This design comes from an exercise in tuning for a short achievable clock period and few clock cycles on the open sky130 flow, not from production work. The RTL was checked by simulation tests, not by an equivalence proof against the original design.

## lj372_core
module lj372_core (
    input  wire        clk,
    input  wire        rst,
    output reg         mem_req,
    output reg         mem_we,
    output reg  [11:0] mem_addr,
    output reg  [15:0] mem_wdata,
    input  wire        mem_ready,
    input  wire [15:0] mem_rdata,
    input  wire        con_in_valid,
    input  wire [7:0]  con_in_data,
    output reg         con_in_ready,
    output reg         con_out_valid,
    output reg  [7:0]  con_out_data,
    input  wire        con_out_ready,
    output wire        halted,
    output wire        faulted,
    input  wire [3:0]  dbg_sel,
    output reg  [15:0] dbg_data
);
Settings: LEC_CHECK=0, ABC_CLOCK_PERIOD_IN_PS=4000, CAP_MARGIN=20, CORE_MARGIN=2, CORE_UTILIZATION=40, SETUP_SLACK_MARGIN=5, SLEW_MARGIN=20; clock period 10.0 ns.
run.sh (not shown) runs the stock make flow with config.mk's settings and CLKGATE_MAP_FILE= SYNTH_SCRIPT=/design/flow/synth_recipe.tcl, a recipe that flattens the netlist after the stock synthesis.
The starting point ran to the end with no violations.
Testbench counts at the start, summed over its fixed seeds: cycles 43,237.
Edit:
--- a/flow/design.v
+++ b/flow/design.v
@@ -239,45 +239,55 @@
     wire [127:0] rf = {regs[7], regs[6], regs[5], regs[4], regs[3], regs[2], regs[1], regs[0]};
     function [16:0] pre(input [15:0] w, input [15:0] pc1, input [127:0] rfv,
                         input [7:0] wm, input [15:0] r6v, input [15:0] r6m1v, input r6s,
                         input [15:0] r0v, input r0s, input ivv,
                         input fok, input [2:0] freg, input [15:0] fval,
                         input [23:0] pcv, input [79:0] rfp, input [79:0] rfm);
-        reg [15:0] base, e_ldr, e_p9, e_p11;
+        reg [15:0] base, e, e_ldr, e_p9, e_p11;
         reg [6:0]  lo6;
         reg [9:0]  lo9;
         reg [11:0] lo11;
         reg [9:0]  bp, bm;
-        reg        c_ldr, c_p11, c_pc1, c_fwd, c_base, c_pop, c_push, c_trap, c_p9, fm;
-        reg [3:0]  o;
+        reg        st;
         begin
-            o    = w[15:12];
             base = rfv[w[8:6]*16 +: 16];
             bp   = rfp[w[8:6]*10 +: 10];
             bm   = rfm[w[8:6]*10 +: 10];
             lo6  = {1'b0, base[5:0]} + {1'b0, w[5:0]};
             e_ldr = {w[5] ? (lo6[6] ? base[15:6] : bm) : (lo6[6] ? bp : base[15:6]), lo6[5:0]};
             lo9  = {1'b0, pc1[8:0]} + {1'b0, w[8:0]};
             e_p9 = {w[8] ? (lo9[9] ? pc1[15:9] : pcv[13:7]) : (lo9[9] ? pcv[6:0] : pc1[15:9]), lo9[8:0]};
             lo11 = {1'b0, pc1[10:0]} + {1'b0, w[10:0]};
             e_p11 = {w[10] ? (lo11[11] ? pc1[15:11] : pcv[23:19]) : (lo11[11] ? pcv[18:14] : pc1[15:11]), lo11[10:0]};
-            fm     = fok & (freg == w[8:6]);
-            c_ldr  = (o == OP_LDR) | (o == OP_STR);
-            c_p11  = (o == OP_JSR) & w[11];
-            c_pc1  = (o == OP_JSR) & ~w[11] & (w[8:6] == 3'd7);
-            c_fwd  = ((o == OP_JMP) | ((o == OP_JSR) & ~w[11] & (w[8:6] != 3'd7))) & fm;
-            c_base = ((o == OP_JMP) | ((o == OP_JSR) & ~w[11] & (w[8:6] != 3'd7))) & ~fm;
-            c_pop  = (o == OP_PP) & w[5];
-            c_push = (o == OP_PP) & ~w[5];
-            c_trap = (o == OP_TRAP);
-            c_p9   = ~(c_ldr | (o == OP_JSR) | (o == OP_JMP) | (o == OP_PP) | c_trap);
-            pre[15:0] = ({16{c_ldr}}  & e_ldr) | ({16{c_p11}}  & e_p11) | ({16{c_p9}}  & e_p9) |
-                        ({16{c_pc1}}  & pc1)   | ({16{c_fwd}}  & fval)  | ({16{c_base}} & base) |
-                        ({16{c_pop}}  & r6v)   | ({16{c_push}} & r6m1v) | ({16{c_trap}} & r0v);
-            pre[16] = ivv & ((c_ldr | c_base) & wm[w[8:6]] | (o == OP_PP) & r6s |
-                             c_trap & r0s & (w[7:0] == 8'h22));
+            st   = 1'b0;
+            case (w[15:12])
+                OP_LDR, OP_STR: begin
+                    e  = e_ldr;
+                    st = wm[w[8:6]];
+                end
+                OP_JMP: begin
+                    if (fok && freg == w[8:6]) e = fval;
+                    else begin e = base; st = wm[w[8:6]]; end
+                end
+                OP_JSR: begin
+                    if (w[11])               e = e_p11;
+                    else if (w[8:6] == 3'd7) e = pc1;
+                    else if (fok && freg == w[8:6]) e = fval;
+                    else begin e = base; st = wm[w[8:6]]; end
+                end
+                OP_PP: begin
+                    e  = w[5] ? r6v : r6m1v;
+                    st = r6s;
+                end
+                OP_TRAP: begin
+                    e  = r0v;
+                    st = r0s & (w[7:0] == 8'h22);
+                end
+                default: e = e_p9;
+            endcase
+            pre = {st & ivv, e};
         end
     endfunction
     function [23:0] pcvar(input [15:0] a);
         pcvar = {a[15:11] - 5'd1, a[15:11] + 5'd1, a[15:9] - 7'd1, a[15:9] + 7'd1};
     endfunction
     wire [23:0] pcv_s = pcvar(fpc1);
@@ -289,16 +299,13 @@
             rfp[q*10 +: 10] = regs[q][15:6] + 10'd1;
             rfm[q*10 +: 10] = regs[q][15:6] - 10'd1;
         end
     wire [16:0] pre_s = pre(icw_s,     fpc1, rf, wmask, r6_f, r6m1_f, r6_st, r0_f, r0_st, iv, fwd_ok, f_dr, fwd_val, pcv_s, rfp, rfm);
     wire [16:0] pre_r = pre(icw_r,     ea1,  rf, wmask, r6_f, r6m1_f, r6_st, r0_f, r0_st, iv, fwd_ok, f_dr, fwd_val, pcv_r, rfp, rfm);
     wire [16:0] pre_m = pre(mem_rdata, fa1,  rf, wmask, r6_f, r6m1_f, r6_st, r0_f, r0_st, iv, fwd_ok, f_dr, fwd_val, pcv_m, rfp, rfm);
-    wire        sel_s = ~redirect & hit_s;
-    wire        sel_r =  redirect & hit_r;
-    wire        sel_m = ~(sel_s | sel_r);
-    wire [16:0] pre_f = ({17{sel_s}} & pre_s) | ({17{sel_r}} & pre_r) | ({17{sel_m}} & pre_m);
+    wire [16:0] pre_f = redirect ? (hit_r ? pre_r : pre_m) : (hit_s ? pre_s : pre_m);
     wire [15:0] f_ea    = pre_f[15:0];
     wire        f_stale = pre_f[16];
     wire [15:0] r6m1    = r6 - 16'd1;
     reg [15:0] r_ea;
     always @(*) begin
         case (op)
@@ -326,12 +333,13 @@
             halt_r     <= 1'b0;
             fault_r    <= 1'b0;
             fault_addr <= 16'h0000;
             iv         <= 1'b0;
             ir         <= 16'h0000;
             xpc        <= 16'h0000;
+            ea         <= 16'h0000;
             ea_stale   <= 1'b0;
             ph         <= 1'b0;
             cov        <= 1'b0;
             cbyte      <= 8'h00;
             ic_valid   <= 8'h00;
             dc_valid   <= 8'h00;
Outcome:
- maximum frequency rises by about 1%
- wire length rises by 7.1%
- core utilization grows by 1.3 points
- synthesized cell count increases by 5.3%
- worst setup slack gains 0.053 ns
- synthesized area climbs by about 2.1%
Testbench counts after the change, summed over its fixed seeds: cycles 43,237.

==> re-timing with driven ports <==
How much do the figures lean on ideal ports? The routed layouts below were timed once more, with nothing changed but the port constraints.
Step 1 (the two cells are an assumption about what drives the block):
set clk [get_ports {clk}]
set_driving_cell -lib_cell sky130_fd_sc_hd__clkbuf_16 $clk
set_driving_cell -lib_cell sky130_fd_sc_hd__buf_2 [delete_from_list [all_inputs] $clk]
Step 2 adds t to the input delays and takes it off the output delays; t is the mean of the earliest and latest rising clock arrival at the registers after step 1. Input paths then give back, and output paths get back, about the clock's delay inside the block.
Slacks: no drivers / after step 1 / after step 2; pairs: no drivers / after step 1.
run	t (ns)	setup WS [ns]	latest minus earliest clock arrival (ns)	worst data-port slew with drivers (ns)
the first run	0.824	4.361 / 4.243 / 3.419	0.045 / 0.045	0.33
the second run	0.798	4.414 / 4.328 / 3.659	0.068 / 0.069	0.38
After both steps setup and hold are still met in every run listed. For the first run, which loses most, drivers alone change the setup slack by -0.118 ns; drivers and shift together by -0.942 ns.
